From an optimization exercise on the open Yosys and OpenROAD flow, aimed at small area, a short achievable clock period and few clock cycles; shortcuts taken in it are not production practice.
Function was checked by simulation only, so behaviour that the tests miss may differ from the original.

==> build 33 <==
## pif_core
module pif_core (
    input  wire         clk,
    input  wire         rst,
    input  wire         host_we,
    input  wire [5:0]   host_addr,
    input  wire [7:0]   host_wdata,
    output wire [7:0]   host_rdata,
    input  wire         start,
    output wire         ready,
    output wire         fault,
    input  wire [127:0] pad,
    output wire         save_en,
    output wire         save_we,
    output wire [7:0]   save_slice,
    output wire [63:0]  save_wdata,
    input  wire [63:0]  save_rdata
);
clock: 10.0 ns
lec_check: 0
abc_clock_period_in_ps: 6000
cap_margin: 20
core_margin: 2
core_utilization: 45
setup_slack_margin: 3.6
slew_margin: 20
run.sh (not shown) runs the stock make flow with config.mk's settings and CLKGATE_MAP_FILE= SYNTH_SCRIPT=/design/flow/synth_recipe.tcl, a recipe that flattens the netlist after the stock synthesis.
==> trial 4 (differences from build 33) <==
--- a/flow/design.v
+++ b/flow/design.v
@@ -46,10 +46,12 @@
     reg [2:0]  ccnt;         
     reg        ovf_r;        
     reg [5:0]  sl_r;
     reg [6:0]  q;            
     reg [6:0]  e;            
+    reg        cshort;
+    reg [6:0]  erl;          
     wire [2:0] pl  = p[2:0];
     wire [3:0] pl4 = {1'b0, pl};
     wire have1 = f2 || (pl4 + 4'd1 <= 4'd7);
     wire have2 = f2 || (pl4 + 4'd2 <= 4'd7);
     wire have3 = f2 || (pl4 + 4'd3 <= 4'd7);
@@ -93,12 +95,13 @@
     wire       go    = trans && allin && !rlFE && !ovf1;
     wire       fail  = go && !d_ok;
     wire       dwr   = dec && (fail || (go && d_now && !ovf2));
     wire [2:0] chan_inc = (chan == 3'd5) ? 3'd5 : chan + 3'd1;
     wire       wide  = (d_sig0 || d_sig4 || d_poll) && (rlb > 8'd4);
-    wire       conc  = dec && (fail || (go && d_now && !ovf2 && !wide));
-    wire [6:0] pn    = fail ? e : e_rl;
+    wire       conc  = (dec && go && d_now && !ovf2 && !wide) ||
+                       (st == S_CWR && cshort);
+    wire [6:0] pn    = erl;
     wire [6:0] fp    = dec ? pn : p;
     wire [2:0] cb    = dec ? chan_inc : chan;
     wire [2:0] fpl   = fp[2:0];
     wire [3:0] fpl4  = {1'b0, fpl};
     reg  [7:0] lf;
@@ -136,10 +139,11 @@
     wire [5:0] wsl  = W[5:0];
     wire [7:0] wop  = W[23:16];
     wire       wn3  = (wop == 8'h02 || wop == 8'h04 || wop == 8'h05) && (wsl > 6'd1);
     wire       wn4  = (wop == 8'h02) && (wsl > 6'd2);
     wire       fend = (W[7:0] == 8'hFE) || (fpl != 3'd7 && W[15:8] == 8'hFE);
+    wire [6:0] fe    = fp + 7'd2 + {1'b0, W[5:0]};
     wire       need2 = (fpl >= 3'd6) || (fpl == 3'd5 && wn3) || (fpl == 3'd4 && wn4);
     wire       fx_end  = (fp > 7'd62) || (!skip && fend);
     wire [3:0] fx_st   = fx_end ? S_IDLE : skip ? S_FETCH : need2 ? S_FETCH2 : S_DEC;
     wire [6:0] fx_p    = skip ? p_skip : fp;
     wire [2:0] fx_chan = skip ? chan_skip : cb;
@@ -243,11 +247,11 @@
     always @* begin
         for (l = 0; l < 8; l = l + 1)
             crc_in[8*l +: 8] = ((!cfirst || l >= cms) && (crow != cend || l <= cml))
                                ? memrow[8*l +: 8] : 8'h00;
     end
-    wire [7:0] crc_row, crc_z, crc_zi;
+    wire [7:0] crc_row, crc_z, crc_zi, crc_zi2;
     wire [7:0] crc_y = (st == S_CRC) ? crc_row : crc;
     assign crc_row[0] = ^(crc & 8'h8f) ^ ^(crc_in & 64'h01bfcfebb0cba841);
     assign crc_row[1] = ^(crc & 8'h1e) ^ ^(crc_in & 64'h027e9fd761975183);
     assign crc_row[2] = ^(crc & 8'hb2) ^ ^(crc_in & 64'h0443f14473e50b47);
     assign crc_row[3] = ^(crc & 8'h64) ^ ^(crc_in & 64'h0886e289e6ca178e);
@@ -269,10 +273,18 @@
     assign crc_zi[3] = ^(crc_y & 8'h1f);
     assign crc_zi[4] = ^(crc_y & 8'h3f);
     assign crc_zi[5] = ^(crc_y & 8'h7f);
     assign crc_zi[6] = ^(crc_y & 8'hfe);
     assign crc_zi[7] = ^(crc_y & 8'hab);
+    assign crc_zi2[0] = ^(crc & 8'h62);
+    assign crc_zi2[1] = ^(crc & 8'hc4);
+    assign crc_zi2[2] = ^(crc & 8'hea);
+    assign crc_zi2[3] = ^(crc & 8'hd5);
+    assign crc_zi2[4] = ^(crc & 8'haa);
+    assign crc_zi2[5] = ^(crc & 8'h54);
+    assign crc_zi2[6] = ^(crc & 8'ha9);
+    assign crc_zi2[7] = ^(crc & 8'h31);
     wire [2:0] ct = 3'd7 - cml;     
     wire [63:0] txm;
     genvar gk;
     generate
         for (gk = 0; gk < 8; gk = gk + 1) begin : g_txm
@@ -296,20 +308,23 @@
                     end
                 end
                 S_FETCH: begin
                     zpend <= 1'b0;
                     f     <= W;
-                    e     <= fp + 7'd2 + {1'b0, W[5:0]};
+                    e     <= fe;
+                    erl   <= fe + W[14:8];
                     f2    <= 1'b0;
                     p     <= fx_p;
                     chan  <= fx_chan;
                     st    <= fx_st;
                 end
                 S_FETCH2: begin
                     for (k = 0; k < 8; k = k + 1)
                         if (pl4 + k > 4'd7)
                             f[8*k +: 8] <= W[8*k +: 8];
+                    if (pl == 3'd7)
+                        erl <= e + W[14:8];
                     f2 <= 1'b1;
                     st <= S_DEC;
                 end
                 S_DEC: begin
                     if (endw) begin
@@ -322,13 +337,18 @@
                         st <= S_FETCH2;
                     end else if (rlFE) begin
                         st <= S_IDLE;
                     end else if (ovf1) begin
                         st <= S_FAULT;
+                    end else if (!d_ok) begin
+                        chan <= chan_inc;
+                        p    <= e;
+                        st   <= S_FETCH;
                     end else if (conc) begin
                         f    <= W;
-                        e    <= fp + 7'd2 + {1'b0, W[5:0]};
+                        e    <= fe;
+                        erl  <= fe + W[14:8];
                         f2   <= 1'b0;
                         p    <= fx_p;
                         chan <= fx_chan;
                         st   <= fx_st;
                     end else if (ovf2 && !d_swr) begin
@@ -347,10 +367,11 @@
                             crow   <= ms[5:3];
                             cms    <= ms[2:0];
                             cend   <= me1[5:3];
                             cml    <= me1[2:0];
                             cfirst <= 1'b1;
+                            cshort <= (rlb <= 8'd4);
                             st     <= S_CRC;
                         end else if (d_srd) begin
                             slice <= t1;
                             st    <= S_SRDREQ;
                         end else begin
@@ -377,19 +398,34 @@
                     end else begin
                         crc <= crc_row;
                     end
                 end
                 S_CORR: begin
-                    crc  <= crc_zi;
-                    ccnt <= ccnt - 3'd1;
-                    if (ccnt == 3'd1)
-                        st <= S_CWR;
+                    if (ccnt >= 3'd2) begin
+                        crc  <= crc_zi2;
+                        ccnt <= ccnt - 3'd2;
+                        if (ccnt == 3'd2)
+                            st <= S_CWR;
+                    end else begin
+                        crc <= crc_zi;
+                        st  <= S_CWR;
+                    end
                 end
                 S_CWR: begin
-                    wlo   <= wlo + 7'd4;
-                    zpend <= 1'b1;
-                    st    <= S_FETCH;
+                    if (cshort) begin
+                        f    <= W;
+                        e    <= fe;
+                        erl  <= fe + W[14:8];
+                        f2   <= 1'b0;
+                        p    <= fx_p;
+                        chan <= fx_chan;
+                        st   <= fx_st;
+                    end else begin
+                        wlo   <= wlo + 7'd4;
+                        zpend <= 1'b1;
+                        st    <= S_FETCH;
+                    end
                 end
                 S_SRD: begin
                     wlo   <= wlo + 7'd8;
                     zpend <= 1'b1;
                     st    <= S_FETCH;
Settings changed: CTS_BUF_LIST from default to sky130_fd_sc_hd__clkbuf_8, CTS_CLUSTER_SIZE from default to 20, SETUP_SLACK_MARGIN 3.6 to 3.4, TNS_END_PERCENT from default to 10.
==> build 78 (differences from build 33) <==
--- a/flow/design.v
+++ b/flow/design.v
@@ -92,24 +92,17 @@
     wire       trans = !endw && !filler;
     wire       go    = trans && allin && !rlFE && !ovf1;
     wire       fail  = go && !d_ok;
     wire       dwr   = dec && (fail || (go && d_now && !ovf2));
     wire [2:0] chan_inc = (chan == 3'd5) ? 3'd5 : chan + 3'd1;
-    wire       wide  = (d_sig0 || d_sig4 || d_poll) && (rlb > 8'd4);
-    wire       conc  = dec && (fail || (go && d_now && !ovf2 && !wide));
-    wire [6:0] pn    = fail ? e : e_rl;
-    wire [6:0] fp    = dec ? pn : p;
-    wire [2:0] cb    = dec ? chan_inc : chan;
-    wire [2:0] fpl   = fp[2:0];
-    wire [3:0] fpl4  = {1'b0, fpl};
     reg  [7:0] lf;
     integer fk;
     always @* begin
         for (fk = 0; fk < 8; fk = fk + 1)
-            lf[fk] = (fk < fpl) ||
+            lf[fk] = (fk < pl) ||
                      ((memrow[8*fk+7] || memrow[8*fk+6] || memrow[8*fk +: 8] == 8'h00) &&
-                      (memrow[8*fk +: 8] != 8'hFE) && !(fk == 7 && fp[5:3] == 3'd7));
+                      (memrow[8*fk +: 8] != 8'hFE) && !(fk == 7 && p[5:3] == 3'd7));
     end
     reg  [8:0] fo;
     reg  [6:0] p_skip;
     reg  [2:0] chan_skip;
     reg  [3:0] cs;
@@ -123,28 +116,24 @@
             if (fk < 8 && lf[fk]) fo[fk] = 1'b0;
         end
         p_skip    = 7'd0;
         chan_skip = 3'd0;
         for (fk = 0; fk < 9; fk = fk + 1) begin
-            cs = {1'b0, cb} + fk - fpl4;
+            cs = {1'b0, chan} + fk - pl4;
             if (fo[fk]) begin
-                p_skip    = p_skip | ((fk == 8) ? {fp[6:3] + 4'd1, 3'd0} : {fp[6:3], fk[2:0]});
+                p_skip    = p_skip | ((fk == 8) ? {p[6:3] + 4'd1, 3'd0} : {p[6:3], fk[2:0]});
                 chan_skip = chan_skip | ((cs > 4'd5) ? 3'd5 : cs[2:0]);
             end
         end
     end
-    wire skip = !fo[fpl];
+    wire skip = !fo[pl];
     wire [5:0] wsl  = W[5:0];
     wire [7:0] wop  = W[23:16];
     wire       wn3  = (wop == 8'h02 || wop == 8'h04 || wop == 8'h05) && (wsl > 6'd1);
     wire       wn4  = (wop == 8'h02) && (wsl > 6'd2);
-    wire       fend = (W[7:0] == 8'hFE) || (fpl != 3'd7 && W[15:8] == 8'hFE);
-    wire       need2 = (fpl >= 3'd6) || (fpl == 3'd5 && wn3) || (fpl == 3'd4 && wn4);
-    wire       fx_end  = (fp > 7'd62) || (!skip && fend);
-    wire [3:0] fx_st   = fx_end ? S_IDLE : skip ? S_FETCH : need2 ? S_FETCH2 : S_DEC;
-    wire [6:0] fx_p    = skip ? p_skip : fp;
-    wire [2:0] fx_chan = skip ? chan_skip : cb;
+    wire       fend = (W[7:0] == 8'hFE) || (pl != 3'd7 && W[15:8] == 8'hFE);
+    wire       need2 = (pl >= 3'd6) || (pl == 3'd5 && wn3) || (pl == 3'd4 && wn4);
     assign ready      = (st == S_IDLE);
     assign fault      = (st == S_FAULT);
     assign save_en    = (st == S_SRDREQ) || (st == S_SWR);
     assign save_we    = (st == S_SWR);
     assign save_slice = slice;
@@ -155,11 +144,11 @@
         case (st)
             S_FETCH2: erow = p[5:3] + 3'd1;
             S_SWG1:   erow = q[5:3];
             S_SWG2:   erow = q[5:3] + 3'd1;
             S_CRC:    erow = crow;
-            default:  erow = fp[5:3];
+            default:  erow = p[5:3];
         endcase
     end
     wire [2:0]  rsel = hostsel ? host_addr[5:3] : erow;
     wire [63:0] r01 = rsel[0] ? mem[127:64]  : mem[63:0];
     wire [63:0] r23 = rsel[0] ? mem[255:192] : mem[191:128];
@@ -182,35 +171,33 @@
         else if (d_sig4)  rx32 = 32'h00008000;
         else if (d_poll)  rx32 = padc;
         else              rx32 = 32'd0;
     end
     wire        wrx = dec || (st == S_CWR);
-    wire [63:0] X   = (st == S_SRD) ? save_rdata : memrow;
+    wire [63:0] X   = (st == S_SRD) ? save_rdata : (wrx ? {32'd0, rx32} : memrow);
     wire [6:0] dlo = fail ? p + 7'd1 : e;
     wire [6:0] dhi = fail ? p + 7'd2 : e_rl;
     reg [2:0] amt;
     always @* begin
         case (st)
             S_SWG1, S_SWG2: amt = q[2:0];
-            S_SRD:          amt = 3'd0 - wlo[2:0];
-            default:        amt = fpl;
+            S_DEC:          amt = 3'd0 - dlo[2:0];
+            S_SRD, S_CWR:   amt = 3'd0 - wlo[2:0];
+            default:        amt = pl;
         endcase
     end
     wire [63:0] x4 = amt[2] ? {X[31:0], X[63:32]}   : X;
     wire [63:0] x2 = amt[1] ? {x4[15:0], x4[63:16]} : x4;
     wire [63:0] W  = amt[0] ? {x2[7:0], x2[63:8]}   : x2;
     wire [6:0] lo = dec ? dlo : wlo;
     wire [6:0] hi = dec ? dhi : wend;
-    wire [1:0]  ra  = 2'd0 - lo[1:0];
-    wire [31:0] ry2 = ra[1] ? {rx32[15:0], rx32[31:16]} : rx32;
-    wire [31:0] r4  = ra[0] ? {ry2[7:0], ry2[31:8]}     : ry2;
     wire rng_en = dwr || (st == S_SRD) || (st == S_CWR) ||
                   (st == S_SWR && !ovf_r) || (st == S_FETCH && zpend);
     wire clr63  = (dec && (endw || (trans && allin && rlFE))) ||
-                  ((st == S_FETCH || conc) && fx_end);
+                  (st == S_FETCH && (p > 7'd62 || (!skip && fend)));
     wire [63:0] lane_d = (st == S_IDLE) ? {8{host_wdata}} :
-                         (st == S_SRD) ? W : wrx ? {r4, r4} : 64'd0;
+                         (wrx || st == S_SRD) ? W : 64'd0;
     wire [63:0] lane_w = rst ? 64'd0 : lane_d;
     wire [7:0] lo_row_eq, lo_row_gt, lo_lane_ge;
     wire [7:0] hi_row_eq, hi_row_lt, hi_lane_lt;
     wire [7:0] ha_row, ha_lane;
     genvar gr;
@@ -233,21 +220,21 @@
             if (rst ||
                 (host_wr && ha_row[i/8] && ha_lane[i%8]) ||
                 (rng_en && (lo_row_gt[i/8] || (lo_row_eq[i/8] && lo_lane_ge[i%8]))
                         && (hi_row_lt[i/8] || (hi_row_eq[i/8] && hi_lane_lt[i%8]))) ||
                 (i == 63 && clr63))
-                mem[8*i +: 8] <= (i == 63 && clr63) ? 8'h00 : lane_w[8*(i%8) +: 8];
+                mem[8*i +: 8] <= lane_w[8*(i%8) +: 8];
         end
     end
     reg  [63:0] crc_in;
     integer l;
     always @* begin
         for (l = 0; l < 8; l = l + 1)
             crc_in[8*l +: 8] = ((!cfirst || l >= cms) && (crow != cend || l <= cml))
                                ? memrow[8*l +: 8] : 8'h00;
     end
-    wire [7:0] crc_row, crc_z, crc_zi;
+    wire [7:0] crc_row, crc_z, crc_zi, crc_zi2;
     wire [7:0] crc_y = (st == S_CRC) ? crc_row : crc;
     assign crc_row[0] = ^(crc & 8'h8f) ^ ^(crc_in & 64'h01bfcfebb0cba841);
     assign crc_row[1] = ^(crc & 8'h1e) ^ ^(crc_in & 64'h027e9fd761975183);
     assign crc_row[2] = ^(crc & 8'hb2) ^ ^(crc_in & 64'h0443f14473e50b47);
     assign crc_row[3] = ^(crc & 8'h64) ^ ^(crc_in & 64'h0886e289e6ca178e);
@@ -269,10 +256,18 @@
     assign crc_zi[3] = ^(crc_y & 8'h1f);
     assign crc_zi[4] = ^(crc_y & 8'h3f);
     assign crc_zi[5] = ^(crc_y & 8'h7f);
     assign crc_zi[6] = ^(crc_y & 8'hfe);
     assign crc_zi[7] = ^(crc_y & 8'hab);
+    assign crc_zi2[0] = ^(crc & 8'h62);
+    assign crc_zi2[1] = ^(crc & 8'hc4);
+    assign crc_zi2[2] = ^(crc & 8'hea);
+    assign crc_zi2[3] = ^(crc & 8'hd5);
+    assign crc_zi2[4] = ^(crc & 8'haa);
+    assign crc_zi2[5] = ^(crc & 8'h54);
+    assign crc_zi2[6] = ^(crc & 8'ha9);
+    assign crc_zi2[7] = ^(crc & 8'h31);
     wire [2:0] ct = 3'd7 - cml;     
     wire [63:0] txm;
     genvar gk;
     generate
         for (gk = 0; gk < 8; gk = gk + 1) begin : g_txm
@@ -296,15 +291,22 @@
                     end
                 end
                 S_FETCH: begin
                     zpend <= 1'b0;
                     f     <= W;
-                    e     <= fp + 7'd2 + {1'b0, W[5:0]};
+                    e     <= p + 7'd2 + {1'b0, W[5:0]};
                     f2    <= 1'b0;
-                    p     <= fx_p;
-                    chan  <= fx_chan;
-                    st    <= fx_st;
+                    if (p > 7'd62) begin
+                        st <= S_IDLE;
+                    end else if (skip) begin
+                        p    <= p_skip;
+                        chan <= chan_skip;
+                    end else if (fend) begin
+                        st <= S_IDLE;
+                    end else begin
+                        st <= need2 ? S_FETCH2 : S_DEC;
+                    end
                 end
                 S_FETCH2: begin
                     for (k = 0; k < 8; k = k + 1)
                         if (pl4 + k > 4'd7)
                             f[8*k +: 8] <= W[8*k +: 8];
@@ -322,26 +324,23 @@
                         st <= S_FETCH2;
                     end else if (rlFE) begin
                         st <= S_IDLE;
                     end else if (ovf1) begin
                         st <= S_FAULT;
-                    end else if (conc) begin
-                        f    <= W;
-                        e    <= fp + 7'd2 + {1'b0, W[5:0]};
-                        f2   <= 1'b0;
-                        p    <= fx_p;
-                        chan <= fx_chan;
-                        st   <= fx_st;
+                    end else if (!d_ok) begin
+                        chan <= chan_inc;
+                        p    <= e;
+                        st   <= S_FETCH;
                     end else if (ovf2 && !d_swr) begin
                         st <= S_FAULT;
                     end else begin
                         chan <= chan_inc;
                         p    <= e_rl;
                         wlo  <= e;
                         wend <= e_rl;
                         if (d_now) begin
-                            wlo   <= e + 7'd4;
+                            wlo   <= e + 7'd8;
                             zpend <= 1'b1;
                             st    <= S_FETCH;
                         end else if (d_long) begin
                             crc    <= 8'h00;
                             crow   <= ms[5:3];
@@ -377,21 +376,21 @@
                     end else begin
                         crc <= crc_row;
                     end
                 end
                 S_CORR: begin
-                    crc  <= crc_zi;
-                    ccnt <= ccnt - 3'd1;
-                    if (ccnt == 3'd1)
-                        st <= S_CWR;
-                end
-                S_CWR: begin
-                    wlo   <= wlo + 7'd4;
-                    zpend <= 1'b1;
-                    st    <= S_FETCH;
+                    if (ccnt >= 3'd2) begin
+                        crc  <= crc_zi2;
+                        ccnt <= ccnt - 3'd2;
+                        if (ccnt == 3'd2)
+                            st <= S_CWR;
+                    end else begin
+                        crc <= crc_zi;
+                        st  <= S_CWR;
+                    end
                 end
-                S_SRD: begin
+                S_CWR, S_SRD: begin
                     wlo   <= wlo + 7'd8;
                     zpend <= 1'b1;
                     st    <= S_FETCH;
                 end
                 S_SRDREQ: st <= S_SRD;
Settings changed: CORE_UTILIZATION 45 to 50, CTS_BUF_LIST from default to sky130_fd_sc_hd__clkbuf_8, CTS_CLUSTER_SIZE from default to 20, SETUP_SLACK_MARGIN 3.6 to 3.2, TNS_END_PERCENT from default to 20.
==> comparison table <==
metric	trial 4	build 78	build 33
Result of the run	timing/DRC/antenna clean	timing/DRC/antenna clean	timing/DRC/antenna clean
Setup Crit Path Kind	register to primary output	primary input to primary output	register to primary output
Initial cell density of the core	45.6%	50.3%	45.2%
Post-synthesis cell count	4314	3794	4309
Number of cells traversed by the worst hold path	2	0	2
Multi-Input Combinational	3287	2846	3277
Post-Synth XOR/XNOR Area	6.39%	6.56%	6.25%
Start point of the critical path	st[3]	host_addr[3]	f[21]
Hold Startpoint	zpend	f[3]	zpend
Number of filler cells placed in the layout	8338	6426	8180
Placed Cells incl. Taps	5786	5025	5798
Fraction of layout instances using a drive strength above 1	18.6%	16.7%	22.2%
Overall die area	0.0991 mm²	0.0830 mm²	0.0992 mm²
Floorplan die width	315 µm	288 µm	315 µm
Met2 wirelength from detailed routing	95.4 mm	80.6 mm	94.3 mm
Fraction of met3 tracks used by global routing	14.6%	11.9%	13.8%
Final worst path period need	6850 ps	6920 ps	7380 ps
Register area	0.0200 mm²	0.0197 mm²	0.0197 mm²
Final Util	57.0%	62.1%	58.5%
Largest stage delay, worst path	660 ps	510 ps	580 ps
Fraction of area in multi-input gates	43.0%	41.1%	43.2%
Testbench counts of build 33, summed over its fixed seeds: cycles 73,982.
Testbench counts of trial 4, summed over its fixed seeds: cycles 74,157.
Testbench counts of build 78, summed over its fixed seeds: cycles 77,003.

==> afterwards: timing with drivers on the ports <==
In the flow no input, the clock included, has a driving cell. The finished layouts below were timed again as built, in two steps. Step 1, drivers: a clkbuf_16 drives clk and a buf_2 each remaining input, both assumed. Step 2, shift: input delay + t, output delay - t, t = (earliest + latest rising clock arrival at the registers) / 2. This alone moves slack from input paths to output paths. Three values: ideal ports, drivers, drivers and shift; two values: the first two.
run	t, ns	setup WS [ns]	worst setup path at the end	clock arrival spread, ns	pins driven straight from the clock port
build 33	0.748	2.619 / 2.541 / 2.226	input to register	0.050 / 0.050	1
trial 4	0.910	3.149 / 3.073 / 2.459	input to register	0.077 / 0.077	1
build 78	0.818	3.077 / 3.039 / 2.445	input to register	0.083 / 0.083	1
After both steps setup and hold are still met in every run listed. The setup slack of trial 4, which loses most, moves by -0.076 ns with the drivers and by -0.690 ns with both steps.
